This is an optimization exercise on Yosys and OpenROAD, whose aim is small area, a short achievable clock period and few clock cycles, not a production implementation. RTL that was checked went through simulation tests only; none was proved equivalent to the original. Function not checked in run 1: the RTL went through the layout flow alone. Power and IR drop assume default switching activity.

==> flow/design.v <==
module ms_alu (
    input  wire        clk,
    input  wire        rst,           
    input  wire        in_valid,
    output wire        in_ready,
    input  wire [7:0]  in_op,
    input  wire [63:0] in_a,
    input  wire [63:0] in_b,
    output reg         out_valid,
    output reg  [63:0] out_result,
    output reg  [3:0]  out_fault
);
    localparam integer K  = 4;           
    localparam integer W  = 64 + K;
    localparam integer NF = 56 / K;      
    localparam integer G  = 64 / K;      
    localparam [7:0] OP_ADD  = 8'h01, OP_SUB  = 8'h02, OP_MUL  = 8'h03, OP_DIV  = 8'h04;
    localparam [7:0] OP_ADDF = 8'h05, OP_SUBF = 8'h06, OP_MULF = 8'h07, OP_DIVF = 8'h08;
    localparam [7:0] OP_EQ   = 8'h1C, OP_NEQ  = 8'h1D, OP_LT   = 8'h1E, OP_GT   = 8'h1F;
    localparam [7:0] OP_GEQ  = 8'h20, OP_LEQ  = 8'h21;
    localparam [7:0] OP_EQF  = 8'h22, OP_NEQF = 8'h23, OP_LTF  = 8'h24, OP_GTF  = 8'h25;
    localparam [7:0] OP_GEQF = 8'h26, OP_LEQF = 8'h27;
    localparam [7:0] OP_AND  = 8'h28, OP_OR   = 8'h29, OP_NOT  = 8'h2A;
    localparam [3:0] F_NONE = 4'd0, F_BADOP = 4'd2, F_ARITH = 4'd5, F_NONBOOL = 4'd15;
    localparam integer T_ALIGN = 0,  T_FMT   = 1,  T_FADD = 2,  T_LZ    = 3,
                       T_NRM   = 4,  T_DEN   = 5,  T_RND  = 6,  T_NEGB  = 7,
                       T_MSTEP = 8,  T_CPA   = 9,  T_MFUN = 10, T_LZA   = 11,
                       T_SHA   = 12, T_LZB   = 13, T_SHB  = 14, T_DSTEP = 15,
                       T_DFIN  = 16, T_FQ    = 17, NT     = 18;
    reg [63:0] a_q, b_q, cv;
    reg        rx;                  
    reg [7:0]  op_q;
    reg        v_q;                 
    reg        rdy_q;
    reg [NT-1:0] st;
    reg c_mul, c_div, c_fadd, c_mulf, c_divf;    
    reg [6:0]  cnt, tgt;
    reg signed [13:0] ex_q;         
    reg        den_q;               
    reg        sg_q;                
    reg        eff_q;               
    reg        zs_q;                
    reg        swp_q;               
    reg        ci_q;                
    reg [6:0]  lza_q;               
    reg        odd_q;               
    reg [6:0]  ndk_q;               
    reg ax_en, ax_inv, by_b, by_c, by_c1, by_inv, add_ci;
    reg        hsb_q, lsa_q, fmh_q, fml_q, uh_q, ul_q, far_q;
    reg [6:0]  amt_q;
    reg        alg_q;               
    reg [11:0] exb_q;               
    reg [6:0]  amb_q;               
    reg        lab_q, lba_q;        
    assign in_ready = rdy_q;
    wire accept   = rdy_q & in_valid;
    wire in_multi = (in_op[7:4] == 4'h0) && (in_op[3:0] >= 4'h3) && (in_op[3:0] <= 4'h8);
    wire e0 = v_q;
    wire        sa = a_q[63];
    wire        sb = b_q[63];
    wire [10:0] ea = a_q[62:52];
    wire [10:0] eb = b_q[62:52];
    wire        fa_nz = |a_q[51:0];
    wire        fb_nz = |b_q[51:0];
    wire        ea_max = &ea, eb_max = &eb;
    wire        ha = |ea, hb = |eb;            
    wire a_nan  = ea_max & fa_nz;
    wire b_nan  = eb_max & fb_nz;
    wire a_inf  = ea_max & ~fa_nz;
    wire b_inf  = eb_max & ~fb_nz;
    wire a_zero = ~ha & ~fa_nz;
    wire b_zero = ~hb & ~fb_nz;
    wire [10:0] xa = ha ? ea : 11'd1;
    wire [10:0] xb = hb ? eb : 11'd1;
    wire [63:0] ax = (a_q & {64{ax_en}}) ^ {64{ax_inv}};
    wire [63:0] by = ((b_q & {64{by_b}}) | (cv & {64{by_c}}) | ({1'b0, cv[63:1]} & {64{by_c1}}))
                     ^ {64{by_inv}};
    wire [63:0] add_o;
    wire        add_co, add_c63;
    ms_add #(.N(64)) u_add (.a(ax), .b(by), .ci(add_ci), .s(add_o), .co(add_co), .cm(add_c63));
    wire [63:0] hsrc = hsb_q ? b_q : a_q;
    wire [63:0] lsrc = lsa_q ? a_q : b_q;
    wire [6:0]  lzc;
    ms_lzc64 u_lzc (.x(hsrc), .n(lzc));
    wire [63:0] hfm = fmh_q ? {11'd0, |hsrc[62:52], hsrc[51:0]} : hsrc;
    wire [63:0] lfm = fml_q ? {11'd0, |lsrc[62:52], lsrc[51:0]} : lsrc;
    wire        alft = swp_q ? lba_q : lab_q;
    wire        uh = uh_q & (~alg_q | alft);
    wire        ul = ul_q & (~alg_q | ~alft);
    wire [6:0]  amt = (alg_q & swp_q) ? amb_q : amt_q;
    wire [63:0] hi_v = hfm & {64{uh}};
    wire [63:0] lo_v = lfm & {64{ul}};
    wire [63:0] fun;
    ms_funnel u_fun (.hi(hi_v), .lo(lo_v), .t(amt[5:0]), .y(fun));
    wire [63:0] sh_o   = far_q ? 64'd0 : (amt[6] ? lo_v : fun);
    wire [6:0]  keep   = 7'd64 - amt;                      
    wire [63:0] lmask  = ~({64{1'b1}} << keep);
    wire        sh_lost = far_q ? (|lo_v) : (|(lo_v & lmask));
    wire [63:0] sh_ost = {sh_o[63:1], sh_o[0] | sh_lost};
    wire [W-1:0] cs_s, cs_c;
    ms_csa #(.K(K)) u_csa (.s(a_q), .c(cv), .m(out_result), .q(b_q[K-1:0]), .so(cs_s), .co(cs_c));
    wire [K:0]  lowsum = {1'b0, cs_s[K-1:0]} + {1'b0, cs_c[K-1:0]} + {{K{1'b0}}, ci_q};
    reg [4:0] hs;
    integer gi;
    always @* begin
        hs = 5'd0;
        for (gi = 0; gi < G; gi = gi + 1)
            if (|(b_q[gi*K +: K] ^ {K{sb}})) hs = gi + 1;
    end
    wire [5:0] ndig_raw = {1'b0, hs} + {5'd0, sb};
    wire [5:0] ndig = (ndig_raw > G) ? G[5:0] : ndig_raw;
    wire [65:0] r2x  = {rx, a_q, 1'b0};
    wire [65:0] dnx  = ~{2'b00, b_q};
    wire [65:0] d2nx = ~{1'b0, b_q, 1'b0};
    wire [65:0] t1;
    wire        t1_co;
    ms_add #(.N(66)) u_sub2 (.a(r2x), .b(dnx), .ci(1'b1), .s(t1), .co(t1_co), .cm());
    wire [65:0] c3s = r2x ^ dnx ^ d2nx;
    wire [65:0] c3c = {((r2x[64:0] & dnx[64:0]) | (r2x[64:0] & d2nx[64:0]) | (dnx[64:0] & d2nx[64:0])), 1'b1};
    wire [65:0] t3;
    wire        t3_co;
    ms_add #(.N(66)) u_sub3 (.a(c3s), .b(c3c), .ci(1'b1), .s(t3), .co(t3_co), .cm());
    wire        ge2 = rx | add_co;             
    wire        ge1 = t1_co;                   
    wire        ge3 = t3_co;                   
    wire [1:0]  dk  = {ge2, ge2 ? ge3 : ge1};
    wire [63:0] dsel = ge2 ? (ge3 ? t3[63:0] : {add_o[62:0], 1'b0})
                           : (ge1 ? t1[63:0] : r2x[63:0]);
    wire        rem_nz = rx | (|a_q);
    wire        rd_up  = b_q[10] & (b_q[11] | (|b_q[9:0]));
    wire [10:0] rd_e   = b_q[63] ? ex_q[10:0] : 11'd0;
    wire [62:0] rd_mag;
    ms_inc #(.N(63)) u_rinc (.a({rd_e, b_q[62:11]}), .ci(rd_up), .s(rd_mag));
    wire        rd_ovf = b_q[63] & (ex_q > 14'sd2046);
    wire [63:0] rd_res = rd_ovf ? {sg_q, 11'h7FF, 52'd0} : {sg_q, rd_mag};
    wire [63:0] axb  = a_q ^ b_q;
    wire m_eq   = ~|axb[62:0];                  
    wire i_eq   = m_eq & ~axb[63];
    wire i_lt   = axb[63] ? sa : ~add_co;
    wire i_gt   = ~i_lt & ~i_eq;
    wire m_lt   = ~add_c63;                     
    wire unord  = a_nan | b_nan;
    wire both_z = a_zero & b_zero;
    wire f_eq   = ~unord & (i_eq | both_z);
    wire f_ltr  = axb[63] ? sa : (sa ? (~m_lt & ~m_eq) : m_lt);
    wire f_lt   = ~unord & ~both_z & f_ltr;
    wire f_gt   = ~unord & ~f_eq & ~f_lt;
    wire a_bool = (a_q[63:1] == 63'd0);
    wire b_bool = (b_q[63:1] == 63'd0);
    reg       s_bit;        
    reg       s_add;        
    reg [3:0] s_fault;
    always @* begin
        s_bit = 1'b0; s_add = 1'b0; s_fault = F_NONE;
        case (op_q)
            OP_ADD, OP_SUB: s_add = 1'b1;
            OP_EQ:   s_bit = i_eq;
            OP_NEQ:  s_bit = ~i_eq;
            OP_LT:   s_bit = i_lt;
            OP_GT:   s_bit = i_gt;
            OP_GEQ:  s_bit = ~i_lt;
            OP_LEQ:  s_bit = ~i_gt;
            OP_EQF:  s_bit = f_eq;
            OP_NEQF: s_bit = ~f_eq;
            OP_LTF:  s_bit = f_lt;
            OP_GTF:  s_bit = f_gt;
            OP_GEQF: s_bit = f_gt | f_eq;
            OP_LEQF: s_bit = f_lt | f_eq;
            OP_AND: begin
                if (a_bool && b_bool) s_bit = a_q[0] & b_q[0];
                else                  s_fault = F_NONBOOL;
            end
            OP_OR: begin
                if (a_bool && b_bool) s_bit = a_q[0] | b_q[0];
                else                  s_fault = F_NONBOOL;
            end
            OP_NOT: begin
                if (a_bool) s_bit = ~a_q[0];
                else        s_fault = F_NONBOOL;
            end
            default: s_fault = F_BADOP;
        endcase
    end
    wire sbe = sb ^ (op_q[1:0] == 2'b10);         
    reg  spec, sp_s, sp_e, sp_n;
    always @* begin
        spec = 1'b0; sp_s = 1'b0; sp_e = 1'b1; sp_n = 1'b1;      
        if (c_fadd) begin
            if (a_nan | b_nan | (a_inf & b_inf & (sa ^ sbe))) spec = 1'b1;
            else if (a_inf) begin spec = 1'b1; sp_s = sa;  sp_n = 1'b0; end
            else if (b_inf) begin spec = 1'b1; sp_s = sbe; sp_n = 1'b0; end
        end else if (c_mulf) begin
            if (a_nan | b_nan | (a_inf & b_zero) | (b_inf & a_zero)) spec = 1'b1;
            else if (a_inf | b_inf)   begin spec = 1'b1; sp_s = sa ^ sb; sp_n = 1'b0; end
            else if (a_zero | b_zero) begin spec = 1'b1; sp_s = sa ^ sb; sp_n = 1'b0; sp_e = 1'b0; end
        end else begin
            if (a_nan | b_nan | (a_zero & b_zero) | (a_inf & b_inf)) spec = 1'b1;
            else if (a_inf | b_zero)  begin spec = 1'b1; sp_s = sa ^ sb; sp_n = 1'b0; end
            else if (a_zero | b_inf)  begin spec = 1'b1; sp_s = sa ^ sb; sp_n = 1'b0; sp_e = 1'b0; end
        end
    end
    wire        swp = m_lt;
    wire [10:0] dab = xa - xb;
    wire [10:0] dba = xb - xa;
    wire        lft_ab = (dab <= 11'd10);
    wire        lft_ba = (dba <= 11'd10);
    wire [6:0]  amt_ab = lft_ab ? (7'd10 - dab[6:0]) : (dab > 11'd73) ? 7'd0 : (7'd74 - dab[6:0]);
    wire [6:0]  amt_ba = lft_ba ? (7'd10 - dba[6:0]) : (dba > 11'd73) ? 7'd0 : (7'd74 - dba[6:0]);
    wire signed [13:0] xa1 = $signed({3'd0, xa}) + 14'sd1;
    wire signed [13:0] xb1 = $signed({3'd0, xb}) + 14'sd1;
    wire idiv_trap = (b_q == 64'd0) ||
                     ((a_q == 64'h8000_0000_0000_0000) && (b_q == 64'hFFFF_FFFF_FFFF_FFFF));
    wire signed [7:0] nq = {1'b0, lzc} - {1'b0, lza_q};    
    wire signed [13:0] lzc_s  = {7'd0, lzc};
    wire signed [13:0] e_norm = ex_q - lzc_s;
    reg [NT-1:0] st_n;
    reg        fin, set_rdy;
    reg        a_add, a_sh, a_cs, a_dv, a_fm, a_clr, a_orst;
    reg        b_add, b_sh, b_cs, b_fm;
    reg        c_cs, c_dv, c_clr;
    reg        r_add, r_sh, r_rd, r_fm, r_misc;
    reg        m_s, m_e, m_n, m_b0;
    reg [3:0]  f_n;
    reg        rx_n, sg_n, eff_n, zs_n, swp_n, ci_n, den_n, odd_n, mlo_n;
    reg [6:0]  cnt_n, tgt_n, amt_n, lza_n, ndk_n;
    reg signed [13:0] ex_n;
    reg        mlo_q;               
    reg        nrm_q, nrm_n;        
    reg [11:0] exb_n;
    reg [6:0]  amb_n;
    reg        lab_n, lba_n;
    wire signed [13:0] ex_m3 = ex_q - 14'sd3, ex_m4 = ex_q - 14'sd4;
    wire signed [13:0] ex_m8 = ex_q - 14'sd8, ex_m9 = ex_q - 14'sd9;
    wire den_m3 = ex_q < 14'sd4, den_m4 = ex_q < 14'sd5;
    wire den_m8 = ex_q < 14'sd9, den_m9 = ex_q < 14'sd10;
    always @* begin
        st_n = {NT{1'b0}}; fin = 1'b0; set_rdy = 1'b0;
        a_add = 1'b0; a_sh = 1'b0; a_cs = 1'b0; a_dv = 1'b0; a_fm = 1'b0; a_clr = 1'b0; a_orst = 1'b0;
        b_add = 1'b0; b_sh = 1'b0; b_cs = 1'b0; b_fm = 1'b0;
        c_cs = 1'b0; c_dv = 1'b0; c_clr = 1'b0;
        r_add = 1'b0; r_sh = 1'b0; r_rd = 1'b0; r_fm = 1'b0; r_misc = 1'b0;
        m_s = 1'b0; m_e = 1'b0; m_n = 1'b0; m_b0 = 1'b0;
        f_n = out_fault;
        rx_n = rx; sg_n = sg_q; eff_n = eff_q; zs_n = zs_q; swp_n = swp_q; ci_n = ci_q;
        den_n = den_q; odd_n = odd_q; mlo_n = mlo_q; nrm_n = nrm_q;
        exb_n = exb_q; amb_n = amb_q; lab_n = lab_q; lba_n = lba_q;
        cnt_n = cnt; tgt_n = tgt; amt_n = amt_q; lza_n = lza_q; ndk_n = ndk_q; ex_n = ex_q;
        if (e0) begin
            cnt_n = 7'd0;
            if (c_mul) begin
                r_add = 1'b1;                        
                a_clr = 1'b1; c_clr = 1'b1; ci_n = 1'b0;
                tgt_n = {1'b0, ndig};
                ndk_n = {ndig, 2'b00} << ($clog2(K) - 2);
                if (sb) st_n[T_NEGB] = 1'b1;
                else if (ndig == 6'd0) st_n[T_CPA] = 1'b1;
                else st_n[T_MSTEP] = 1'b1;
            end else if (c_div) begin
                if (idiv_trap) begin
                    fin = 1'b1; r_misc = 1'b1; f_n = F_ARITH;
                end else begin
                    a_add = 1'b1;                    
                    sg_n = sa ^ sb; rx_n = 1'b0; c_clr = 1'b1;
                    if (sb) st_n[T_NEGB] = 1'b1;
                    else    st_n[T_LZA] = 1'b1;
                end
            end else if (c_mulf) begin
                if (spec) begin
                    fin = 1'b1; r_misc = 1'b1; m_s = sp_s; m_e = sp_e; m_n = sp_n; f_n = F_NONE;
                end else begin
                    r_fm = 1'b1; b_fm = 1'b1;
                    a_clr = 1'b1; c_clr = 1'b1; ci_n = 1'b0;
                    ex_n = $signed({3'd0, xa}) + $signed({3'd0, xb}) + $signed(K * NF - 1075);
                    sg_n = sa ^ sb; tgt_n = NF; mlo_n = 1'b1; nrm_n = ha & hb;
                    st_n[T_MSTEP] = 1'b1;
                end
            end else if (c_divf) begin
                if (spec) begin
                    fin = 1'b1; r_misc = 1'b1; m_s = sp_s; m_e = sp_e; m_n = sp_n; f_n = F_NONE;
                end else begin
                    a_fm = 1'b1; b_fm = 1'b1;
                    rx_n = 1'b0; c_clr = 1'b1;
                    ex_n = $signed({3'd0, xa}) - $signed({3'd0, xb}) + 14'sd1031;
                    sg_n = sa ^ sb; tgt_n = 7'd28; mlo_n = 1'b0;
                    if (!ha)      st_n[T_LZA] = 1'b1;
                    else if (!hb) st_n[T_LZB] = 1'b1;
                    else          st_n[T_DSTEP] = 1'b1;
                end
            end else if (c_fadd) begin
                if (spec) begin
                    fin = 1'b1; r_misc = 1'b1; m_s = sp_s; m_e = sp_e; m_n = sp_n; f_n = F_NONE;
                end else begin
                    swp_n = swp;
                    ex_n  = xa1;
                    exb_n = xb1[11:0];
                    sg_n  = swp ? sbe : sa;
                    eff_n = sa ^ sbe;
                    zs_n  = sa & sbe;
                    amt_n = amt_ab;
                    amb_n = amt_ba;
                    lab_n = lft_ab;
                    lba_n = lft_ba;
                    mlo_n = 1'b0;
                    st_n[T_ALIGN] = 1'b1;
                end
            end else begin
                fin = 1'b1; f_n = s_fault;
                if (s_add) r_add = 1'b1;
                else begin r_misc = 1'b1; m_b0 = s_bit; end
            end
        end
        if (st[T_ALIGN]) begin
            if (swp_q) a_sh = 1'b1; else b_sh = 1'b1;
            if (swp_q) ex_n = {2'b00, exb_q};
            amt_n = 7'd10;
            st_n[T_FMT] = 1'b1;
        end
        if (st[T_FMT]) begin
            if (swp_q) b_sh = 1'b1; else a_sh = 1'b1;
            st_n[T_FADD] = 1'b1;
        end
        if (st[T_FADD]) begin
            a_add = 1'b1;
            st_n[T_LZ] = 1'b1;
        end
        if (st[T_LZ]) begin
            amt_n = lzc;
            ex_n  = e_norm;
            den_n = (e_norm < 14'sd1);
            if (c_fadd && (lzc == 7'd64)) begin
                fin = 1'b1; r_misc = 1'b1; m_s = zs_q; f_n = F_NONE;
            end else st_n[T_NRM] = 1'b1;
        end
        if (st[T_NRM]) begin
            b_sh = 1'b1;
            amt_n = 7'd63 + ex_q[6:0];
            if (den_q) st_n[T_DEN] = 1'b1;
            else begin st_n[T_RND] = 1'b1; set_rdy = 1'b1; end
        end
        if (st[T_DEN]) begin
            b_sh = 1'b1;
            ex_n = 14'sd1;
            st_n[T_RND] = 1'b1; set_rdy = 1'b1;
        end
        if (st[T_RND]) begin
            fin = 1'b1; r_rd = 1'b1; f_n = F_NONE;
        end
        if (st[T_NEGB]) begin
            b_add = 1'b1;                            
            if (c_div) st_n[T_LZA] = 1'b1;
            else if (tgt == 7'd0) st_n[T_CPA] = 1'b1;
            else st_n[T_MSTEP] = 1'b1;
        end
        if (st[T_MSTEP]) begin
            a_cs = 1'b1; c_cs = 1'b1; b_cs = 1'b1;
            ci_n = lowsum[K];
            cnt_n = cnt + 7'd1;
            if (cnt + 7'd1 == tgt) st_n[T_CPA] = 1'b1;
            else st_n[T_MSTEP] = 1'b1;
        end
        if (st[T_CPA]) begin
            a_add = 1'b1;
            if (c_mul) begin amt_n = ndk_q; st_n[T_MFUN] = 1'b1; set_rdy = 1'b1; end
            else if (nrm_q) begin                   
                amt_n = add_o[60] ? 7'd3 : 7'd4;
                ex_n  = add_o[60] ? ex_m3 : ex_m4;
                den_n = add_o[60] ? den_m3 : den_m4;
                st_n[T_NRM] = 1'b1;
            end else st_n[T_LZ] = 1'b1;
        end
        if (st[T_MFUN]) begin
            fin = 1'b1; r_sh = 1'b1; f_n = F_NONE;
        end
        if (st[T_LZA]) begin
            amt_n = c_divf ? (lzc - 7'd11) : lzc;
            lza_n = lzc;
            if (c_divf) ex_n = ex_q - lzc_s + 14'sd11;
            st_n[T_SHA] = 1'b1;
        end
        if (st[T_SHA]) begin
            a_sh = 1'b1;
            if (c_div || !b_q[52]) st_n[T_LZB] = 1'b1;
            else st_n[T_DSTEP] = 1'b1;
        end
        if (st[T_LZB]) begin
            amt_n = c_divf ? (lzc - 7'd11) : lzc;
            if (c_divf) begin
                ex_n = ex_q + lzc_s - 14'sd11;
                st_n[T_SHB] = 1'b1;
            end else if (nq < 0) begin
                fin = 1'b1; r_misc = 1'b1; f_n = F_NONE;
            end else begin
                tgt_n = (nq[6:0] + 7'd2) >> 1;
                odd_n = ~nq[0];
                st_n[T_SHB] = 1'b1;
            end
        end
        if (st[T_SHB]) begin
            b_sh = 1'b1;
            st_n[T_DSTEP] = 1'b1;
        end
        if (st[T_DSTEP]) begin
            a_dv = 1'b1; c_dv = 1'b1;
            rx_n = dsel[63];
            cnt_n = cnt + 7'd1;
            if (cnt + 7'd1 == tgt) begin
                if (c_div) begin st_n[T_DFIN] = 1'b1; set_rdy = 1'b1; end
                else st_n[T_FQ] = 1'b1;
            end else st_n[T_DSTEP] = 1'b1;
        end
        if (st[T_DFIN]) begin
            fin = 1'b1; r_add = 1'b1; f_n = F_NONE;
        end
        if (st[T_FQ]) begin                          
            a_add = 1'b1; a_orst = 1'b1;
            amt_n = cv[55] ? 7'd8 : 7'd9;            
            ex_n  = cv[55] ? ex_m8 : ex_m9;
            den_n = cv[55] ? den_m8 : den_m9;
            st_n[T_NRM] = 1'b1;
        end
        if (fin) set_rdy = 1'b1;
    end
    reg axe_n, axi_n, byb_n, byc_n, byc1_n, byi_n, aci_n;
    reg uh_n, ul_n, hsb_n, lsa_n, fmh_n, fml_n, far_n, alg_n;
    always @* begin
        alg_n = 1'b0;
        axe_n = 1'b0; axi_n = 1'b0; byb_n = 1'b0; byc_n = 1'b0; byc1_n = 1'b0; byi_n = 1'b0; aci_n = 1'b0;
        uh_n = 1'b0; ul_n = 1'b0; hsb_n = 1'b0; lsa_n = 1'b0; fmh_n = 1'b0; fml_n = 1'b0; far_n = 1'b0;
        if (accept) begin
            if (in_op == OP_MUL) begin
                axe_n = 1'b1; axi_n = in_b[63]; aci_n = in_b[63];
            end else if (in_op == OP_DIV) begin
                axe_n = 1'b1; axi_n = in_a[63]; aci_n = in_a[63];
            end else begin
                axe_n = 1'b1; byb_n = 1'b1; byi_n = (in_op != OP_ADD); aci_n = (in_op != OP_ADD);
            end
        end else begin
            if (st_n[T_NEGB])  begin byb_n = 1'b1; byi_n = 1'b1; aci_n = 1'b1; end
            if (st_n[T_FADD])  begin
                axe_n = 1'b1; byb_n = 1'b1; aci_n = eff_q;
                axi_n = swp_q & eff_q; byi_n = ~swp_q & eff_q;
            end
            if (st_n[T_CPA])   begin axe_n = 1'b1; byc_n = 1'b1; aci_n = ci_n; end
            if (st_n[T_DSTEP]) begin axe_n = 1'b1; byb_n = 1'b1; byi_n = 1'b1; aci_n = 1'b1; end
            if (st_n[T_DFIN])  begin byc_n = ~odd_n; byc1_n = odd_n; byi_n = sg_q; aci_n = sg_q; end
            if (st_n[T_FQ])    begin byc_n = 1'b1; end
            if (st_n[T_ALIGN]) begin
                uh_n = 1'b1; ul_n = 1'b1;           
                hsb_n = ~swp; lsa_n = swp; fmh_n = 1'b1; fml_n = 1'b1; alg_n = 1'b1;
            end
            if (st_n[T_FMT])   begin uh_n = 1'b1; hsb_n = swp_q; fmh_n = 1'b1; end
            if (st_n[T_LZB])   hsb_n = 1'b1;
            if (st_n[T_NRM])   begin uh_n = 1'b1; ul_n = mlo_q; end
            if (st_n[T_DEN])   begin ul_n = 1'b1; far_n = (ex_q < -14'sd62); end
            if (st_n[T_MFUN])  begin uh_n = 1'b1; ul_n = 1'b1; end
            if (st_n[T_SHA])   uh_n = 1'b1;
            if (st_n[T_SHB])   begin uh_n = 1'b1; hsb_n = 1'b1; end
        end
    end
    wire a_hold = ~(a_add | a_sh | a_cs | a_dv | a_fm | a_clr);
    wire b_hold = ~(b_add | b_sh | b_cs | b_fm);
    wire c_hold = ~(c_cs | c_dv | c_clr);
    wire r_hold = ~(r_add | r_sh | r_rd | r_fm | r_misc);
    wire [63:0] a_n = ({64{a_hold}} & a_q)
                    | ({64{a_add}}  & {add_o[63:1], add_o[0] | (a_orst & rem_nz)})
                    | ({64{a_sh}}   & sh_ost)
                    | ({64{a_cs}}   & cs_s[W-1:K])
                    | ({64{a_dv}}   & {dsel[62:0], 1'b0})
                    | ({64{a_fm}}   & {11'd0, ha, a_q[51:0]});
    wire [63:0] b_n = ({64{b_hold}} & b_q)
                    | ({64{b_add}}  & add_o)
                    | ({64{b_sh}}   & sh_ost)
                    | ({64{b_cs}}   & {lowsum[K-1:0], b_q[63:K]})
                    | ({64{b_fm}}   & {11'd0, hb, b_q[51:0]});
    wire [63:0] c_n = ({64{c_hold}} & cv)
                    | ({64{c_cs}}   & cs_c[W-1:K])
                    | ({64{c_dv}}   & {cv[61:0], dk});
    wire [63:0] r_n = ({64{r_hold}} & out_result)
                    | ({64{r_add}}  & add_o)
                    | ({64{r_sh}}   & sh_o)
                    | ({64{r_rd}}   & rd_res)
                    | ({64{r_fm}}   & {ha, a_q[51:0], 11'd0})
                    | ({64{r_misc}} & {m_s, {11{m_e}}, m_n, 50'd0, m_b0});
    always @(posedge clk) begin
        if (rst) begin
            st        <= {NT{1'b0}};
            v_q       <= 1'b0;
            rdy_q     <= 1'b1;
            out_valid <= 1'b0;
        end else begin
            st        <= st_n;
            v_q       <= accept;
            rdy_q     <= accept ? ~in_multi : (rdy_q | set_rdy);
            out_valid <= fin;
        end
    end
    always @(posedge clk) begin
        a_q <= rdy_q ? in_a : a_n;
        b_q <= rdy_q ? in_b : b_n;
        if (rdy_q) begin
            op_q   <= in_op;
            c_mul  <= in_op == OP_MUL;
            c_div  <= in_op == OP_DIV;
            c_fadd <= (in_op == OP_ADDF) || (in_op == OP_SUBF);
            c_mulf <= in_op == OP_MULF;
            c_divf <= in_op == OP_DIVF;
        end
        cv         <= c_n;
        out_result <= r_n;
        out_fault  <= f_n;
        rx    <= rx_n;
        sg_q  <= sg_n;
        eff_q <= eff_n;
        zs_q  <= zs_n;
        swp_q <= swp_n;
        ci_q  <= ci_n;
        den_q <= den_n;
        odd_q <= odd_n;
        mlo_q <= mlo_n;
        nrm_q <= nrm_n;
        cnt   <= cnt_n;
        tgt   <= tgt_n;
        amt_q <= amt_n;
        lza_q <= lza_n;
        ndk_q <= ndk_n;
        ex_q  <= ex_n;
        ax_en  <= axe_n;
        ax_inv <= axi_n;
        by_b   <= byb_n;
        by_c   <= byc_n;
        by_c1  <= byc1_n;
        by_inv <= byi_n;
        add_ci <= aci_n;
        uh_q  <= uh_n;
        ul_q  <= ul_n;
        hsb_q <= hsb_n;
        lsa_q <= lsa_n;
        fmh_q <= fmh_n;
        fml_q <= fml_n;
        far_q <= far_n;
        alg_q <= alg_n;
        exb_q <= exb_n;
        amb_q <= amb_n;
        lab_q <= lab_n;
        lba_q <= lba_n;
    end
endmodule
module ms_lzc64 (
    input  wire [63:0] x,
    output wire [6:0]  n
);
    wire [15:0] v0;
    wire [31:0] c0;
    genvar i;
    generate
        for (i = 0; i < 16; i = i + 1) begin : g0
            wire [3:0] q = x[i*4 +: 4];
            assign v0[i] = |q;
            assign c0[i*2 +: 2] = q[3] ? 2'd0 : q[2] ? 2'd1 : q[1] ? 2'd2 : 2'd3;
        end
        wire [7:0]  v1;
        wire [23:0] c1;
        for (i = 0; i < 8; i = i + 1) begin : g1
            wire vh = v0[2*i+1];
            assign v1[i] = vh | v0[2*i];
            assign c1[i*3 +: 3] = vh ? {1'b0, c0[(2*i+1)*2 +: 2]} : {1'b1, c0[(2*i)*2 +: 2]};
        end
        wire [3:0]  v2;
        wire [15:0] c2;
        for (i = 0; i < 4; i = i + 1) begin : g2
            wire vh = v1[2*i+1];
            assign v2[i] = vh | v1[2*i];
            assign c2[i*4 +: 4] = vh ? {1'b0, c1[(2*i+1)*3 +: 3]} : {1'b1, c1[(2*i)*3 +: 3]};
        end
        wire [1:0]  v3;
        wire [9:0]  c3;
        for (i = 0; i < 2; i = i + 1) begin : g3
            wire vh = v2[2*i+1];
            assign v3[i] = vh | v2[2*i];
            assign c3[i*5 +: 5] = vh ? {1'b0, c2[(2*i+1)*4 +: 4]} : {1'b1, c2[(2*i)*4 +: 4]};
        end
    endgenerate
    assign n = v3[1] ? {2'b00, c3[9:5]} :
               v3[0] ? {2'b01, c3[4:0]} : 7'd64;
endmodule
module ms_funnel (
    input  wire [63:0] hi,
    input  wire [63:0] lo,
    input  wire [5:0]  t,
    output wire [63:0] y
);
    wire [126:0] w0 = {hi, lo[63:1]};
    wire [94:0]  w1 = t[5] ? w0[94:0] : w0[126:32];
    wire [78:0]  w2 = t[4] ? w1[78:0] : w1[94:16];
    wire [70:0]  w3 = t[3] ? w2[70:0] : w2[78:8];
    wire [66:0]  w4 = t[2] ? w3[66:0] : w3[70:4];
    wire [64:0]  w5 = t[1] ? w4[64:0] : w4[66:2];
    assign y        = t[0] ? w5[63:0] : w5[64:1];
endmodule
module ms_add #(parameter N = 64) (
    input  wire [N-1:0] a,
    input  wire [N-1:0] b,
    input  wire         ci,
    output wire [N-1:0] s,
    output wire         co,
    output wire         cm       
);
    localparam L = $clog2(N);
    wire [N-1:0] p = a ^ b;
    wire [N-1:0] g = a & b;
    wire [N-1:0] gu [0:L];    
    wire [N-1:0] pu [0:L];
    wire [N-1:0] gd [0:L];    
    assign gu[0] = {g[N-1:1], g[0] | (p[0] & ci)};
    assign pu[0] = p;
    genvar l, i;
    generate
        for (l = 0; l < L; l = l + 1) begin : up
            for (i = 0; i < N; i = i + 1) begin : b
                if ((i % (2 << l)) == (2 << l) - 1) begin : m
                    assign gu[l+1][i] = gu[l][i] | (pu[l][i] & gu[l][i-(1<<l)]);
                    assign pu[l+1][i] = pu[l][i] & pu[l][i-(1<<l)];
                end else begin : t
                    assign gu[l+1][i] = gu[l][i];
                    assign pu[l+1][i] = pu[l][i];
                end
            end
        end
        assign gd[L] = gu[L];
        for (l = L - 2; l >= 0; l = l - 1) begin : dn
            for (i = 0; i < N; i = i + 1) begin : b
                if (i >= (3 << l) - 1 && ((i - ((3 << l) - 1)) % (2 << l)) == 0) begin : m
                    assign gd[l+1][i] = gd[l+2][i] | (pu[l+1][i] & gd[l+2][i-(1<<l)]);
                end else begin : t
                    assign gd[l+1][i] = gd[l+2][i];
                end
            end
        end
    endgenerate
    wire [N:0] c = {gd[1], ci};
    assign s  = p ^ c[N-1:0];
    assign co = c[N];
    assign cm = c[N-1];
endmodule
module ms_inc #(parameter N = 63) (
    input  wire [N-1:0] a,
    input  wire         ci,
    output wire [N-1:0] s
);
    localparam L = $clog2(N);
    wire [N-1:0] pu [0:L];
    wire [N-1:0] pd [0:L];
    assign pu[0] = a;
    genvar l, i;
    generate
        for (l = 0; l < L; l = l + 1) begin : up
            for (i = 0; i < N; i = i + 1) begin : b
                if ((i % (2 << l)) == (2 << l) - 1) begin : m
                    assign pu[l+1][i] = pu[l][i] & pu[l][i-(1<<l)];
                end else begin : t
                    assign pu[l+1][i] = pu[l][i];
                end
            end
        end
        assign pd[L] = pu[L];
        for (l = L - 2; l >= 0; l = l - 1) begin : dn
            for (i = 0; i < N; i = i + 1) begin : b
                if (i >= (3 << l) - 1 && ((i - ((3 << l) - 1)) % (2 << l)) == 0) begin : m
                    assign pd[l+1][i] = pd[l+2][i] & pd[l+2][i-(1<<l)];
                end else begin : t
                    assign pd[l+1][i] = pd[l+2][i];
                end
            end
        end
    endgenerate
    wire [N:0] c = {pd[1] & {N{ci}}, ci};
    assign s = a ^ c[N-1:0];
endmodule
module ms_csa #(parameter K = 4) (
    input  wire [63:0]   s,
    input  wire [63:0]   c,
    input  wire [63:0]   m,
    input  wire [K-1:0]  q,
    output wire [63+K:0] so,
    output wire [63+K:0] co
);
    localparam W = 64 + K;
    wire [W-1:0] rs [0:K];
    wire [W-1:0] rc [0:K];
    assign rs[0] = {{K{1'b0}}, s};
    assign rc[0] = {{K{1'b0}}, c};
    genvar i;
    generate
        for (i = 0; i < K; i = i + 1) begin : row
            wire [W-1:0] pp = ({{K{1'b0}}, m} << i) & {W{q[i]}};
            assign rs[i+1] = rs[i] ^ rc[i] ^ pp;
            assign rc[i+1] = ((rs[i] & rc[i]) | (rs[i] & pp) | (rc[i] & pp)) << 1;
        end
    endgenerate
    assign so = rs[K];
    assign co = rc[K];
endmodule
==> flow/flow/run.sh <==
#!/bin/bash
# Standard layout (the standard flow's own ORFS flow and synthesis, unchanged SDC and clock
# period), with timing repair asked to reach a larger setup slack than zero so
# that the critical paths get sized and buffered.
set -euo pipefail
bash standard.sh SETUP_SLACK_MARGIN=18 finish > flow_standard.log 2>&1
==> flow/standard.sh <==
#!/bin/bash
# synth_recipe.tcl (not shown) runs the flow's synth.tcl, then flattens the netlist and writes it again
# the make line also repeats each setting of config.mk as NAME=value (left out here)
make -C /OpenROAD-flow-scripts/flow DESIGN_CONFIG=/design/flow/config.mk WORK_HOME=/design/flow/orfs CLKGATE_MAP_FILE= SYNTH_SCRIPT=/design/flow/synth_recipe.tcl "${@:-finish}"
==> flow/config.mk <==
export PLATFORM = sky130hd
export DESIGN_NAME = ms_alu
export DESIGN_NICKNAME = ms_alu
export VERILOG_FILES = /design/flow/design.v
export SDC_FILE = /design/flow/constraint.sdc
export NUM_CORES = 8
export LEC_CHECK = 0
export CAP_MARGIN = 20
export CORE_MARGIN = 2
export CORE_UTILIZATION = 40
export PLACE_DENSITY = 0.6
export SLEW_MARGIN = 20
==> flow/constraint.sdc <==
create_clock -name core_clock -period 25.0 [get_ports {clk}]
set_input_delay 5.0000 -clock core_clock [delete_from_list [all_inputs] [get_ports {clk}]]
set_output_delay 5.0000 -clock core_clock [all_outputs]
set_load 0.01 [all_outputs]
==> metrics.md, run 1 <==
| Metric | Value |
|---|---|
| GRT Overall Usage | `50.36%` |
| # rows | `141` |
| Number of global-route vias before repair | `66.06k` |
| # setup viols final | `0` |
| Post-synth top area share | `13.95%` |
| # fillers | `15.04k` |
| H-tree levels | `2` |
| Final Wtd Congestion | `1.168` |
| CP endpoint kind | `flip-flop` |
| Setup WS pre-CTS | `16890 ps` |
| ANT nets after route | `0` |
| Unrepaired setup endpoints after global routing | `true` |
| Data required time of the worst path | `25650 ps` |
| Nets | `8471` |
| DIE WIDTH | `390.7 µm` |
| Post-layout util | `45.13%` |
| Crit-path cells | `nand4_1 -> nor2_1 -> nand4bb_1 -> or4_1 -> nor4_2 -> nand3_1 -> nor3_1 -> nand2_1 -> xnor2_1 -> o21ai_0 -> a221o_1` |
| Crit path to | `out_result[62]` |
| Synth cell types | `113` |
| Register area share after synthesis | `13.97%` |
| Max Root-Sink Buffers | `3` |
| Worst-case vdd ir drop | `0.07588 mV` |
| CP arrival | `7720 ps` |
| Delay-heaviest family, CP | `simple AND/OR/NAND/NOR gates` |
| Min cycle time layout | `7070 ps` |
| Area post-placement | `64550 µm²` |
| Final Cycle Share | `28.28%` |
| First-pass GRT wire length | `540400 µm` |
| Critical path depth | `11` |
| Area growth syn-to-layout | `11.77%` |
| Max Slew Vio Count | `0` |
| Core area | `148200 µm²` |
| Outcome | `complete, no violations` |
| Syn Area/Cell | `7.894 µm²` |
| Num CTS Buffers | `55` |
| Die area | `152700 µm²` |
| Pwr/cell area | `59.30 nW/µm²` |
| Cell taking the most area after synthesis | `fa_1` |
| Syn Inst Count | `7579` |
| Post-synth EDFFs | `63` |
| CP peak stage delay | `1040 ps` |
| Hold WC Path Type | `reg -> reg` |
| DRC violations left | `0` |
| Setup crit start kind | `flip-flop` |
| Slew @ Worst Pin | `1331 ps` |
| Max Cap Violations | `0` |
| CTS tree | `built` |
| Most used standard cell by instance count after synthesis | `inv_1` |
| Yosys warnings | `5` |
| Worst relative slew slack | `10.43%` |
| Top post-synthesis cells by area | `fa_1 14%, dfxtp_1 11%, ha_1 7.7%` |
| Synthesized cell area | `59830 µm²` |
| CP max-delay cell | `nor2_1` |
| Share of cells above drive strength 1 | `8.771%` |
| Leak | `27.16 nW` |
| Setup TNS | `0 ps` |
| Initial core utilization | `40.37%` |
| IO Port Bufs | `208` |
| Worst Hold Depth | `2` |
| Largest net degree at the start of global routing | `74` |
| Routed len/inst | `41.57 µm` |
| Layout Skew | `63.54 ps` |
| Worst skew pair latency | `770 ps` |
| Worst reg2reg path depth | `11` |
| Hpwl dp | `302100 µm` |
| Crit-path max FO | `10` |
| CP Buf/Inv Count | `0` |
| Critical R2R Capture | `out_result[62]` |
| Post-route setup slack | `17930 ps` |
| Ports | `209` |
| Final WL | `397300 µm` |
| Main synth FF type | `dfxtp_1` |
| Post-route cell area | `66870 µm²` |
| DRT iter0 DRCs | `13.28k` |
| Worst-path clk slew | `60 ps` |
| Top post-synthesis cells by count | `690 x inv_1, 628 x nand2_1, 474 x a21oi_1` |
| Fmax achieved | `141.4 MHz` |
| TritonCTS Sinks | `386` |
| Pre-Repair DR Iteration Count | `15` |
| Synthesized Nets | `8503` |
| Vias | `70.04k` |
| Grt ovf | `0` |
| FFs w/ async S/R, synth | `0%` |
| Flip-flop and latch count after synthesis | `386` |
| Via density per instance | `7.328` |
| Die H | `390.7 µm` |
| Root Driver | `clkbuf_16` |
| WS Path Type | `reg -> reg` |
| Worst R2R Setup Slack | `17930 ps` |
| Worst Setup SP | `b_q[14]` |
| Crit Reg-Reg Startpoint | `b_q[14]` |
| Final hold viol count | `0` |
| Initial antenna violation count | `50` |
[cell type report]
| cell class | count | area, µm² | area share [%] |
|---|---|---|---|
| clock inverter | 30 | 431.7 | 0.6455 |
| sequential | 386 | 8416 | 12.58 |
| inverter | 701 | 2634 | 3.939 |
| antenna | 35 | 87.58 | 0.1310 |
| timing repair buffer | 528 | 4573 | 6.839 |
| multi-input combinational | 5875 | 46790 | 69.97 |
| tap | 1930 | 2415 | 3.611 |
| clock buffer | 73 | 1525 | 2.281 |
[flip-flops by register name (all words and copies together), names as in the netlist, 4 cells and up]
signal      count
lza_q           7
cnt             7
out_fault       4
exb_q          12
tgt             7
b_q            64
amb_q           7
st             18
cv             64
amt_q           7
ex_q           14
a_q            64
ndk_q           5
op_q            8
out_result     64
[worst reg2reg max path, stage by stage, from the launching register on]
cell and delay [ps]:
dfxtp_1 810, nand4_1 950, nor2_1 1040, nand4bb_1 1030, or4_1 1040, nor4_2 400
nand3_1 180, nor3_1 280, nand2_1 110, xnor2_1 560, o21ai_0 260, a221o_1 350
[metrics by stage]
stage	hold WS, ps	cells	power (mW)
2_1_floorplan	437.7	7579	2.025
3_3_place_gp	451.1	9415	2.895
3_5_place_dp	449.6	9416	2.892
4_1_cts	457.6	9522	3.797
5_1_grt	479.6	9527	4.041
6_report	453.0	9558	3.965
[placed cells by master, fill, tap and decap left out, types with 152 or more instances in the layout]
master           instances
inv_1                  689
nand2_1                625
a21oi_1                470
nor2_1                 435
fa_1                   417
o21ai_0                372
ha_1                   368
xnor2_1                344
buf_4                  309
dfxtp_1                297
and2_1                 231
clkdlybuf4s50_1        208
mux2i_1                186
nand3_1                157
a222oi_1               156
nor3_1                 152
[cell families (layout without fill, tap and decap cells)]
kind of cell,count (synthesis),count (layout),share of synthesized area [%]
AOI/OAI and AO/OA,2262,2263,26.96
and+or+nand+nor,2091,2091,17.09
buffers and inverters,1319,1332,8.535
adders and majority gates,788,788,21.70
xor gates and xnor gates,444,444,6.500
DFF,386,386,13.97
muxes,289,289,5.239
other,0,35,0
[report_power, final]
part / switching, mW / leakage [nW] / internal [mW]
Clock: 0.394 / 0.931 / 0.522
Combinational: 1.58 / 22.9 / 0.724
Sequential: 0.0831 / 3.31 / 0.666
Total: 2.05 / 27.2 / 1.91
[routing by layer]
layer	track usage, %	share of wire, %	wire (µm)
met3	25.93	17	66130
met1	63.49	38	149600
met2	66.69	38	149300
met4	31.39	8.0	31970
met5	0.6380	0.090	356
[worst min path at each step]
stage | startpoint | to | slack, ps
3_3_place_gp | out_fault[0] | out_fault[0] | 450
6_report | out_fault[2] | out_fault[2] | 450
4_1_cts | out_fault[2] | out_fault[2] | 460
5_1_grt | out_fault[2] | out_fault[2] | 480
3_5_place_dp | out_fault[2] | out_fault[2] | 450
2_1_floorplan | st[2] | st[3] | 440
[repair_timing]
action / 4_1_cts / 5_1_grt
gates resized for setup: 20 / 25
pin swaps: 1 / 0
hold buffers: 0 / 0
endpoints found under the setup margin: 128 / 85
cloned: 1 / 0
endpoints found under the hold margin: 0 / 0
setup buffers: 2 / 1
==> inputs of run 2 (changes only) <==
--- a/flow/design.v
+++ b/flow/design.v
@@ -11,8 +11,5 @@
     output reg  [3:0]  out_fault
 );
-    localparam integer K  = 4;           
-    localparam integer W  = 64 + K;
-    localparam integer NF = 56 / K;      
-    localparam integer G  = 64 / K;      
+    localparam integer NF = 7;           
     localparam [7:0] OP_ADD  = 8'h01, OP_SUB  = 8'h02, OP_MUL  = 8'h03, OP_DIV  = 8'h04;
     localparam [7:0] OP_ADDF = 8'h05, OP_SUBF = 8'h06, OP_MULF = 8'h07, OP_DIVF = 8'h08;
@@ -46,4 +43,6 @@
     reg        odd_q;               
     reg [6:0]  ndk_q;               
+    reg        ql_q;                
+    reg        s64_q, c64_q;        
     reg ax_en, ax_inv, by_b, by_c, by_c1, by_inv, add_ci;
     reg        hsb_q, lsa_q, fmh_q, fml_q, uh_q, ul_q, far_q;
@@ -78,5 +77,5 @@
     wire [63:0] add_o;
     wire        add_co, add_c63;
-    ms_add #(.N(64)) u_add (.a(ax), .b(by), .ci(add_ci), .s(add_o), .co(add_co), .cm(add_c63));
+    ms_add #(.N(64), .L(6)) u_add (.a(ax), .b(by), .ci(add_ci), .s(add_o), .co(add_co), .cm(add_c63));
     wire [63:0] hsrc = hsb_q ? b_q : a_q;
     wire [63:0] lsrc = lsa_q ? a_q : b_q;
@@ -98,16 +97,18 @@
     wire        sh_lost = far_q ? (|lo_v) : (|(lo_v & lmask));
     wire [63:0] sh_ost = {sh_o[63:1], sh_o[0] | sh_lost};
-    wire [W-1:0] cs_s, cs_c;
-    ms_csa #(.K(K)) u_csa (.s(a_q), .c(cv), .m(out_result), .q(b_q[K-1:0]), .so(cs_s), .co(cs_c));
-    wire [K:0]  lowsum = {1'b0, cs_s[K-1:0]} + {1'b0, cs_c[K-1:0]} + {{K{1'b0}}, ci_q};
-    reg [4:0] hs;
-    integer gi;
-    always @* begin
-        hs = 5'd0;
-        for (gi = 0; gi < G; gi = gi + 1)
-            if (|(b_q[gi*K +: K] ^ {K{sb}})) hs = gi + 1;
-    end
-    wire [5:0] ndig_raw = {1'b0, hs} + {5'd0, sb};
-    wire [5:0] ndig = (ndig_raw > G) ? G[5:0] : ndig_raw;
+    wire [72:0] bo_s, bo_c;
+    ms_booth8 u_mul (.s({s64_q, a_q}), .c({c64_q, cv}), .m(out_result), .q(b_q[7:0]), .ql(ql_q),
+                     .so(bo_s), .co(bo_c));
+    wire [8:0]  lowsum = {1'b0, bo_s[7:0]} + {1'b0, bo_c[7:0]} + {8'd0, ci_q};
+    wire [62:0] bdf = b_q[62:0] ^ b_q[63:1];
+    wire [7:1]  bz;
+    genvar bk;
+    generate
+        for (bk = 1; bk < 8; bk = bk + 1) begin : gbz
+            assign bz[bk] = ~|bdf[62:8*bk-1];
+        end
+    endgenerate
+    wire [3:0] ndig = (b_q == 64'd0) ? 4'd0 : bz[1] ? 4'd1 : bz[2] ? 4'd2 : bz[3] ? 4'd3 :
+                      bz[4] ? 4'd4 : bz[5] ? 4'd5 : bz[6] ? 4'd6 : bz[7] ? 4'd7 : 4'd8;
     wire [65:0] r2x  = {rx, a_q, 1'b0};
     wire [65:0] dnx  = ~{2'b00, b_q};
@@ -115,10 +116,10 @@
     wire [65:0] t1;
     wire        t1_co;
-    ms_add #(.N(66)) u_sub2 (.a(r2x), .b(dnx), .ci(1'b1), .s(t1), .co(t1_co), .cm());
+    ms_add #(.N(66), .L(7)) u_sub2 (.a(r2x), .b(dnx), .ci(1'b1), .s(t1), .co(t1_co), .cm());
     wire [65:0] c3s = r2x ^ dnx ^ d2nx;
     wire [65:0] c3c = {((r2x[64:0] & dnx[64:0]) | (r2x[64:0] & d2nx[64:0]) | (dnx[64:0] & d2nx[64:0])), 1'b1};
     wire [65:0] t3;
     wire        t3_co;
-    ms_add #(.N(66)) u_sub3 (.a(c3s), .b(c3c), .ci(1'b1), .s(t3), .co(t3_co), .cm());
+    ms_add #(.N(66), .L(7)) u_sub3 (.a(c3s), .b(c3c), .ci(1'b1), .s(t3), .co(t3_co), .cm());
     wire        ge2 = rx | add_co;             
     wire        ge1 = t1_co;                   
@@ -131,5 +132,5 @@
     wire [10:0] rd_e   = b_q[63] ? ex_q[10:0] : 11'd0;
     wire [62:0] rd_mag;
-    ms_inc #(.N(63)) u_rinc (.a({rd_e, b_q[62:11]}), .ci(rd_up), .s(rd_mag));
+    ms_inc #(.N(63), .L(6)) u_rinc (.a({rd_e, b_q[62:11]}), .ci(rd_up), .s(rd_mag));
     wire        rd_ovf = b_q[63] & (ex_q > 14'sd2046);
     wire [63:0] rd_res = rd_ovf ? {sg_q, 11'h7FF, 52'd0} : {sg_q, rd_mag};
@@ -216,5 +217,5 @@
     reg [NT-1:0] st_n;
     reg        fin, set_rdy;
-    reg        a_add, a_sh, a_cs, a_dv, a_fm, a_clr, a_orst;
+    reg        a_add, a_sh, a_cs, a_dv, a_fm, a_clr, a_orst, a_bias, a_flip;
     reg        b_add, b_sh, b_cs, b_fm;
     reg        c_cs, c_dv, c_clr;
@@ -228,13 +229,15 @@
     reg        nrm_q, nrm_n;        
     reg [11:0] exb_n;
+    reg        ql_n;
     reg [6:0]  amb_n;
     reg        lab_n, lba_n;
-    wire signed [13:0] ex_m3 = ex_q - 14'sd3, ex_m4 = ex_q - 14'sd4;
+    wire signed [13:0] ex_m3 = ex_q - 14'sd14, ex_m4 = ex_q - 14'sd15;
     wire signed [13:0] ex_m8 = ex_q - 14'sd8, ex_m9 = ex_q - 14'sd9;
-    wire den_m3 = ex_q < 14'sd4, den_m4 = ex_q < 14'sd5;
+    wire den_m3 = ex_q < 14'sd15, den_m4 = ex_q < 14'sd16;
     wire den_m8 = ex_q < 14'sd9, den_m9 = ex_q < 14'sd10;
     always @* begin
         st_n = {NT{1'b0}}; fin = 1'b0; set_rdy = 1'b0;
         a_add = 1'b0; a_sh = 1'b0; a_cs = 1'b0; a_dv = 1'b0; a_fm = 1'b0; a_clr = 1'b0; a_orst = 1'b0;
+        a_bias = 1'b0; a_flip = 1'b0;
         b_add = 1'b0; b_sh = 1'b0; b_cs = 1'b0; b_fm = 1'b0;
         c_cs = 1'b0; c_dv = 1'b0; c_clr = 1'b0;
@@ -244,4 +247,5 @@
         rx_n = rx; sg_n = sg_q; eff_n = eff_q; zs_n = zs_q; swp_n = swp_q; ci_n = ci_q;
         den_n = den_q; odd_n = odd_q; mlo_n = mlo_q; nrm_n = nrm_q;
+        ql_n = ql_q;
         exb_n = exb_q; amb_n = amb_q; lab_n = lab_q; lba_n = lba_q;
         cnt_n = cnt; tgt_n = tgt; amt_n = amt_q; lza_n = lza_q; ndk_n = ndk_q; ex_n = ex_q;
@@ -250,9 +254,8 @@
             if (c_mul) begin
                 r_add = 1'b1;                        
-                a_clr = 1'b1; c_clr = 1'b1; ci_n = 1'b0;
-                tgt_n = {1'b0, ndig};
-                ndk_n = {ndig, 2'b00} << ($clog2(K) - 2);
-                if (sb) st_n[T_NEGB] = 1'b1;
-                else if (ndig == 6'd0) st_n[T_CPA] = 1'b1;
+                a_bias = 1'b1; c_clr = 1'b1; ci_n = 1'b0; ql_n = 1'b0;
+                tgt_n = {3'd0, ndig};
+                ndk_n = {ndig, 3'b000};
+                if (ndig == 4'd0) st_n[T_CPA] = 1'b1;
                 else st_n[T_MSTEP] = 1'b1;
             end else if (c_div) begin
@@ -270,6 +273,6 @@
                 end else begin
                     r_fm = 1'b1; b_fm = 1'b1;
-                    a_clr = 1'b1; c_clr = 1'b1; ci_n = 1'b0;
-                    ex_n = $signed({3'd0, xa}) + $signed({3'd0, xb}) + $signed(K * NF - 1075);
+                    a_bias = 1'b1; c_clr = 1'b1; ci_n = 1'b0; ql_n = 1'b0;
+                    ex_n = $signed({3'd0, xa}) + $signed({3'd0, xb}) - 14'sd1008;
                     sg_n = sa ^ sb; tgt_n = NF; mlo_n = 1'b1; nrm_n = ha & hb;
                     st_n[T_MSTEP] = 1'b1;
@@ -348,11 +351,10 @@
         if (st[T_NEGB]) begin
             b_add = 1'b1;                            
-            if (c_div) st_n[T_LZA] = 1'b1;
-            else if (tgt == 7'd0) st_n[T_CPA] = 1'b1;
-            else st_n[T_MSTEP] = 1'b1;
+            st_n[T_LZA] = 1'b1;
         end
         if (st[T_MSTEP]) begin
             a_cs = 1'b1; c_cs = 1'b1; b_cs = 1'b1;
-            ci_n = lowsum[K];
+            ci_n = lowsum[8];
+            ql_n = b_q[7];
             cnt_n = cnt + 7'd1;
             if (cnt + 7'd1 == tgt) st_n[T_CPA] = 1'b1;
@@ -360,10 +362,10 @@
         end
         if (st[T_CPA]) begin
-            a_add = 1'b1;
+            a_add = 1'b1;                            
             if (c_mul) begin amt_n = ndk_q; st_n[T_MFUN] = 1'b1; set_rdy = 1'b1; end
             else if (nrm_q) begin                   
-                amt_n = add_o[60] ? 7'd3 : 7'd4;
-                ex_n  = add_o[60] ? ex_m3 : ex_m4;
-                den_n = add_o[60] ? den_m3 : den_m4;
+                amt_n = add_o[49] ? 7'd14 : 7'd15;
+                ex_n  = add_o[49] ? ex_m3 : ex_m4;
+                den_n = add_o[49] ? den_m3 : den_m4;
                 st_n[T_NRM] = 1'b1;
             end else st_n[T_LZ] = 1'b1;
@@ -429,5 +431,5 @@
         if (accept) begin
             if (in_op == OP_MUL) begin
-                axe_n = 1'b1; axi_n = in_b[63]; aci_n = in_b[63];
+                axe_n = 1'b1;
             end else if (in_op == OP_DIV) begin
                 axe_n = 1'b1; axi_n = in_a[63]; aci_n = in_a[63];
@@ -458,12 +460,12 @@
         end
     end
-    wire a_hold = ~(a_add | a_sh | a_cs | a_dv | a_fm | a_clr);
+    wire a_hold = ~(a_add | a_sh | a_cs | a_dv | a_fm | a_clr | a_bias);
     wire b_hold = ~(b_add | b_sh | b_cs | b_fm);
     wire c_hold = ~(c_cs | c_dv | c_clr);
     wire r_hold = ~(r_add | r_sh | r_rd | r_fm | r_misc);
     wire [63:0] a_n = ({64{a_hold}} & a_q)
-                    | ({64{a_add}}  & {add_o[63:1], add_o[0] | (a_orst & rem_nz)})
+                    | ({64{a_add}}  & {add_o[63] ^ a_flip, add_o[62:1], add_o[0] | (a_orst & rem_nz)})
                     | ({64{a_sh}}   & sh_ost)
-                    | ({64{a_cs}}   & cs_s[W-1:K])
+                    | ({64{a_cs}}   & bo_s[71:8])
                     | ({64{a_dv}}   & {dsel[62:0], 1'b0})
                     | ({64{a_fm}}   & {11'd0, ha, a_q[51:0]});
@@ -471,8 +473,8 @@
                     | ({64{b_add}}  & add_o)
                     | ({64{b_sh}}   & sh_ost)
-                    | ({64{b_cs}}   & {lowsum[K-1:0], b_q[63:K]})
+                    | ({64{b_cs}}   & {lowsum[7:0], b_q[63:8]})
                     | ({64{b_fm}}   & {11'd0, hb, b_q[51:0]});
     wire [63:0] c_n = ({64{c_hold}} & cv)
-                    | ({64{c_cs}}   & cs_c[W-1:K])
+                    | ({64{c_cs}}   & bo_c[71:8])
                     | ({64{c_dv}}   & {cv[61:0], dk});
     wire [63:0] r_n = ({64{r_hold}} & out_result)
@@ -480,5 +482,5 @@
                     | ({64{r_sh}}   & sh_o)
                     | ({64{r_rd}}   & rd_res)
-                    | ({64{r_fm}}   & {ha, a_q[51:0], 11'd0})
+                    | ({64{r_fm}}   & {11'd0, ha, a_q[51:0]})
                     | ({64{r_misc}} & {m_s, {11{m_e}}, m_n, 50'd0, m_b0});
     always @(posedge clk) begin
@@ -519,4 +521,7 @@
         mlo_q <= mlo_n;
         nrm_q <= nrm_n;
+        ql_q  <= ql_n;
+        s64_q <= a_bias | (a_cs & bo_s[72]);
+        c64_q <= a_cs & bo_c[72];
         cnt   <= cnt_n;
         tgt   <= tgt_n;
@@ -598,5 +603,5 @@
     assign y        = t[0] ? w5[63:0] : w5[64:1];
 endmodule
-module ms_add #(parameter N = 64) (
+module ms_add #(parameter N = 64, parameter L = 6) (     
     input  wire [N-1:0] a,
     input  wire [N-1:0] b,
@@ -606,5 +611,4 @@
     output wire         cm       
 );
-    localparam L = $clog2(N);
     wire [N-1:0] p = a ^ b;
     wire [N-1:0] g = a & b;
@@ -643,10 +647,9 @@
     assign cm = c[N-1];
 endmodule
-module ms_inc #(parameter N = 63) (
+module ms_inc #(parameter N = 63, parameter L = 6) (     
     input  wire [N-1:0] a,
     input  wire         ci,
     output wire [N-1:0] s
 );
-    localparam L = $clog2(N);
     wire [N-1:0] pu [0:L];
     wire [N-1:0] pd [0:L];
@@ -677,26 +680,47 @@
     assign s = a ^ c[N-1:0];
 endmodule
-module ms_csa #(parameter K = 4) (
-    input  wire [63:0]   s,
-    input  wire [63:0]   c,
-    input  wire [63:0]   m,
-    input  wire [K-1:0]  q,
-    output wire [63+K:0] so,
-    output wire [63+K:0] co
+module ms_booth8 (
+    input  wire [64:0] s,
+    input  wire [64:0] c,
+    input  wire [63:0] m,
+    input  wire [7:0]  q,
+    input  wire        ql,       
+    output wire [72:0] so,
+    output wire [72:0] co
 );
-    localparam W = 64 + K;
-    wire [W-1:0] rs [0:K];
-    wire [W-1:0] rc [0:K];
-    assign rs[0] = {{K{1'b0}}, s};
-    assign rc[0] = {{K{1'b0}}, c};
+    wire [8:0]  qq = {q, ql};
+    wire [65:0] m1 = {{2{m[63]}}, m};
+    wire [65:0] m2 = {m[63], m, 1'b0};
+    wire [3:0]  neg;
+    wire [72:0] pr [0:3];
     genvar i;
     generate
-        for (i = 0; i < K; i = i + 1) begin : row
-            wire [W-1:0] pp = ({{K{1'b0}}, m} << i) & {W{q[i]}};
-            assign rs[i+1] = rs[i] ^ rc[i] ^ pp;
-            assign rc[i+1] = ((rs[i] & rc[i]) | (rs[i] & pp) | (rc[i] & pp)) << 1;
+        for (i = 0; i < 4; i = i + 1) begin : dg
+            wire b0 = qq[2*i], b1 = qq[2*i+1], b2 = qq[2*i+2];
+            wire one = b1 ^ b0;
+            wire two = (b2 & ~b1 & ~b0) | (~b2 & b1 & b0);
+            assign neg[i] = b2 & ~(b1 & b0);
+            wire [65:0] mag = ({66{one}} & m1) | ({66{two}} & m2);
+            wire [65:0] y   = mag ^ {66{neg[i]}};
+            wire [72:0] row = {7'd0, ~y[65], y[64:0]} << (2 * i);
+            if (i == 0) begin : r0
+                assign pr[i] = row;
+            end else begin : rn
+                assign pr[i] = row | ({72'd0, neg[i-1]} << (2 * i - 2));
+            end
         end
     endgenerate
-    assign so = rs[K];
-    assign co = rc[K];
+    wire [72:0] kr = ({65'd0, 8'h55} << 64) | ({72'd0, neg[3]} << 6);
+    wire [72:0] r0 = {8'd0, s};
+    wire [72:0] r1 = {8'd0, c};
+    wire [72:0] s1 = r0 ^ r1 ^ pr[0];
+    wire [72:0] c1 = ((r0 & r1) | (r0 & pr[0]) | (r1 & pr[0])) << 1;
+    wire [72:0] s2 = pr[1] ^ pr[2] ^ pr[3];
+    wire [72:0] c2 = ((pr[1] & pr[2]) | (pr[1] & pr[3]) | (pr[2] & pr[3])) << 1;
+    wire [72:0] s3 = s1 ^ c1 ^ s2;
+    wire [72:0] c3 = ((s1 & c1) | (s1 & s2) | (c1 & s2)) << 1;
+    wire [72:0] s4 = s3 ^ c3 ^ c2;
+    wire [72:0] c4 = ((s3 & c3) | (s3 & c2) | (c3 & c2)) << 1;
+    assign so = s4 ^ c4 ^ kr;
+    assign co = ((s4 & c4) | (s4 & kr) | (c4 & kr)) << 1;
 endmodule
==> flow/flow/run.sh (replaced) <==
#!/bin/bash
# The standard layout (its own synthesis, SDC and clock period, unchanged),
# with two knobs: port buffers are sky130 buf_2 cells instead of the default
# delay buffers, and timing repair aims for a setup slack above zero so the
# critical paths get sized and buffered.
set -euo pipefail
bash standard.sh 'BUFFER_PORTS_ARGS=-buffer_cell sky130_fd_sc_hd__buf_2' SETUP_SLACK_MARGIN=18.5 finish \
  > flow_standard.log 2>&1
==> run 2 against run 1 <==
  * Non-clock buffer count rose by 113
  * Routed wire length grew 19%
  * Worst setup slack better by 190 ps
  * Core utilization down 0.13 points
  * Count of clock-buffer cells in the layout is 9 lower
  * Via count up 14%
  * Worst hold slack improved by 31 ps
  * Clock power rose by about 10%
==> metrics.md, run 2 <==
| Metric | Value |
|---|---|
| Outcome | `complete, no violations` |
| Post-route setup slack | `18120 ps` |
| Hold WC Path Type | `reg -> reg` |
| Number of global-route vias before repair | `73.67k` |
| Layout Cells excl Fill | `10.63k` |
| CP most frequent cell | `nand4_1` |
| Via density per instance | `7.512` |
| Most common cell after layout, fill and taps aside | `inv_1` |
| Area growth syn-to-layout | `11.47%` |
| Num CTS Buffers | `56` |
| Post-synth top area share | `12.57%` |
| Setup TNS | `0 ps` |
| ANT nets after route | `0` |
| Top post-synthesis cells by count | `689 x inv_1, 651 x nand2_1, 574 x ha_1` |
| Max Root-Sink Buffers | `3` |
| Die area | `170200 µm²` |
| FF/Latch Area | `8563 µm²` |
| Vias | `79.85k` |
| Pre-Repair DR Iteration Count | `11` |
| DRC violations left | `0` |
| # setup viols final | `0` |
| Worst-case vdd ir drop | `0.06142 mV` |
| Data required time of the worst path | `25570 ps` |
| Root Driver | `clkbuf_16` |
| Critical R2R Capture | `a_q[35]` |
| Layout Skew | `53.45 ps` |
| Final hold viol count | `0` |
| GRT Overall Usage | `53.49%` |
| Initial core utilization | `40.37%` |
| Final Cycle Share | `27.53%` |
| Nets | `9484` |
| Yosys warnings | `5` |
| Hold path start | `ci_q` |
| First-pass GRT wire length | `631700 µm` |
| Max Slew Vio Count | `0` |
| Leak | `30.08 nW` |
| Worst-path clk slew | `70 ps` |
| CP arrival | `7450 ps` |
| Syn Area/Cell | `7.981 µm²` |
| Post-Place Cells | `10.45k` |
| WS Path Type | `reg -> reg` |
| Ports | `209` |
| Slew @ Worst Pin | `1413 ps` |
| Grt ovf | `0` |
| # rows | `149` |
| Multi-input combinational cell area | `53690 µm²` |
| Largest net degree at the start of global routing | `113` |
| Fmax achieved | `145.3 MHz` |
| Max Cap Violations | `0` |
| Final WL | `471900 µm` |
| Core area | `165400 µm²` |
| Most used standard cell by instance count after synthesis | `inv_1` |
| Synthesized Nets | `9496` |
| Setup crit start kind | `flip-flop` |
| Syn Inst Count | `8364` |
| Worst skew pair latency | `750 ps` |
| Main synth FF type | `dfxtp_1` |
| Unrepaired setup endpoints after global routing | `true` |
| Worst Hold Depth | `2` |
| CP endpoint kind | `flip-flop` |
| Worst relative slew slack | `5.790%` |
| Crit Reg-Reg Startpoint | `b_q[51]` |
| Flip-flop and latch count after synthesis | `388` |
| Setup WS pre-CTS | `17000 ps` |
| # fillers | `16.57k` |
| Synthesized cell area | `66750 µm²` |
| WHS Endpoint | `ci_q` |
| Initial antenna violation count | `55` |
| Crit-path cells | `buf_4 -> inv_1 -> ha_1 -> nand4_1 -> nor4_2 -> nand4_1 -> nand2_1 -> o31a_1 -> buf_4 -> nand4_1 -> a31oi_4 -> or2_4 -> buf_6 -> a211o_1 -> o32a_1` |
| FFs w/ async S/R, synth | `0%` |
| Worst R2R Setup Slack | `18120 ps` |
| CP peak stage delay | `730 ps` |
| Cell taking the most area after synthesis | `fa_1` |
| Die H | `412.5 µm` |
| Routed len/inst | `44.39 µm` |
| Crit-path max FO | `37` |
| Min cycle time layout | `6883 ps` |
| Post-synth EDFFs | `63` |
| Register area share after synthesis | `12.58%` |
| CTS tree | `built` |
| TritonCTS Sinks | `388` |
| Commonest non-fill, non-tap cells in the layout | `681 x inv_1, 648 x nand2_1, 570 x ha_1` |
| Share of cells above drive strength 1 | `12.67%` |
| DIE WIDTH | `412.5 µm` |
| IO Port Bufs | `208` |
| DRT iter0 DRCs | `15.14k` |
| Synth cell types | `97` |
| CP max-delay cell | `nor4_2` |
| Post-CTS Hold Buffers | `0` |
| Final Wtd Congestion | `1.121` |
| Worst reg2reg path depth | `15` |
| Hpwl dp | `356700 µm` |
| Top post-synthesis cells by area | `fa_1 13%, ha_1 11%, dfxtp_1 9.7%` |
| H-tree levels | `2` |
| Pwr/cell area | `79.20 nW/µm²` |
-- run 2: cell count changes after synthesis, moves of 32 or more --
cell,delta
buf_1,+43
and2_1,-196
buf_2,-41
o211ai_1,+42
xor2_1,+77
ha_1,+206
nor2_1,-32
a211oi_1,+80
xnor2_1,+172
a222oi_1,-75
a2bb2oi_1,+32
clkbuf_1,+98
a21oi_1,-53
a22oi_1,+324
-- run 2: kinds of logic after synthesis --
family                   count (synthesis)  synth area share, %
AO/OA/AOI/OAI                         2703                28.98
XOR/XNOR                               693                9.093
adder cells (fa/ha/maj)                994                23.34
buffers and inverters                 1414                8.070
flip-flops                             388                12.58
multiplexers                           268                4.441
AND/OR/NAND/NOR                       1904                13.50
-- run 2: timing repair --
| action | in CTS | in global routing |
|---|---|---|
| gates cloned | 0 | 2 |
| setup endpoints to repair | 190 | 103 |
| pin swaps | 4 | 12 |
| buffers inserted | 4 | 25 |
| gates resized for setup | 113 | 40 |
-- run 2: worst max-delay path: cells and delay by family (launching register included) --
kind                     cells  cell delay, ps
adder cells (fa/ha/maj)      1             260
flip-flops                   1             710
buffers and inverters        4            1920
AND/OR/NAND/NOR              6            2240
AO/OA/AOI/OAI                4            1510
-- run 2: power by group --
group / internal, mW / switching (mW)
clock network: 0.596 / 0.412
registers: 0.696 / 0.170
logic: 1.20 / 2.82
total: 2.50 / 3.40
-- run 2: layer usage --
metal | share of wire, % | vias to the layer above | GRT usage [%]
met3 | 17 | 2212 | 27.13
met2 | 37 | 7603 | 70.15
met4 | 9.2 | 48 | 38.13
li1 | - | 30750 | -
met5 | 0.23 | - | 2.516
met1 | 37 | 39230 | 66.26
-- run 2: how the worst max path moves through the flow --
stage | start | cells past startpoint | to
2_1_floorplan | in_op[5] | 5 | by_b
3_3_place_gp | hsb_q | 22 | out_result[0]
3_5_place_dp | hsb_q | 17 | out_result[2]
4_1_cts | out_result[30] | 1 | out_result[30]
5_1_grt | by_b | 27 | out_result[0]
6_report | b_q[51] | 15 | a_q[35]
-- run 2: layout make-up --
type | instances | share of cell area [%]
multi-input combinational | 6562 | 72.16
clock buffer | 64 | 2.050
tap | 2189 | 3.681
antenna | 41 | 0.1379
inverter | 703 | 3.575
clock inverter | 42 | 0.8980
sequential | 388 | 11.51
timing repair buffer | 641 | 5.990
-- run 2: stage by stage --
stage	instance area [µm²]	utilization, %	hold slack (ps)	power, mW
after global placement	71250	43.09	461.3	4.516
final	74410	45.00	483.8	5.893
after global routing	74310	44.94	502.8	6.006
after floorplan	66750	-	438.0	2.775
after detailed placement	71290	43.11	476.4	4.530
after CTS	73790	44.63	485.9	5.544
Testbench counts of run 2, summed over its fixed seeds: cycles 18,753.

## re-timing with driven ports
In the flow no input, the clock included, has a driving cell. The finished layouts below were timed again as built, in two steps.
Step 1 assumes that a clkbuf_16 drives the clock port and a buf_2 every other input.
Step 2 moves the port delays by t, midway between the first and last clock arrival at a register: inputs arrive t later, outputs are due t later. That takes back most of the time a late clock gives input paths.
Three values: ideal, step 1, step 2; two values: the first two.
run | t, ns | slack for setup (ns) | hold slack, ns
run 1 | 0.831 | 17.930 / 17.879 / 17.512 | 0.453 / 0.453 / 0.453
run 2 | 0.809 | 18.118 / 18.118 / 17.932 | 0.484 / 0.484 / 0.484
After both steps every run listed still meets setup and hold. For run 1, which loses most, drivers alone change the setup slack by -0.051 ns; drivers and shift together by -0.418 ns.
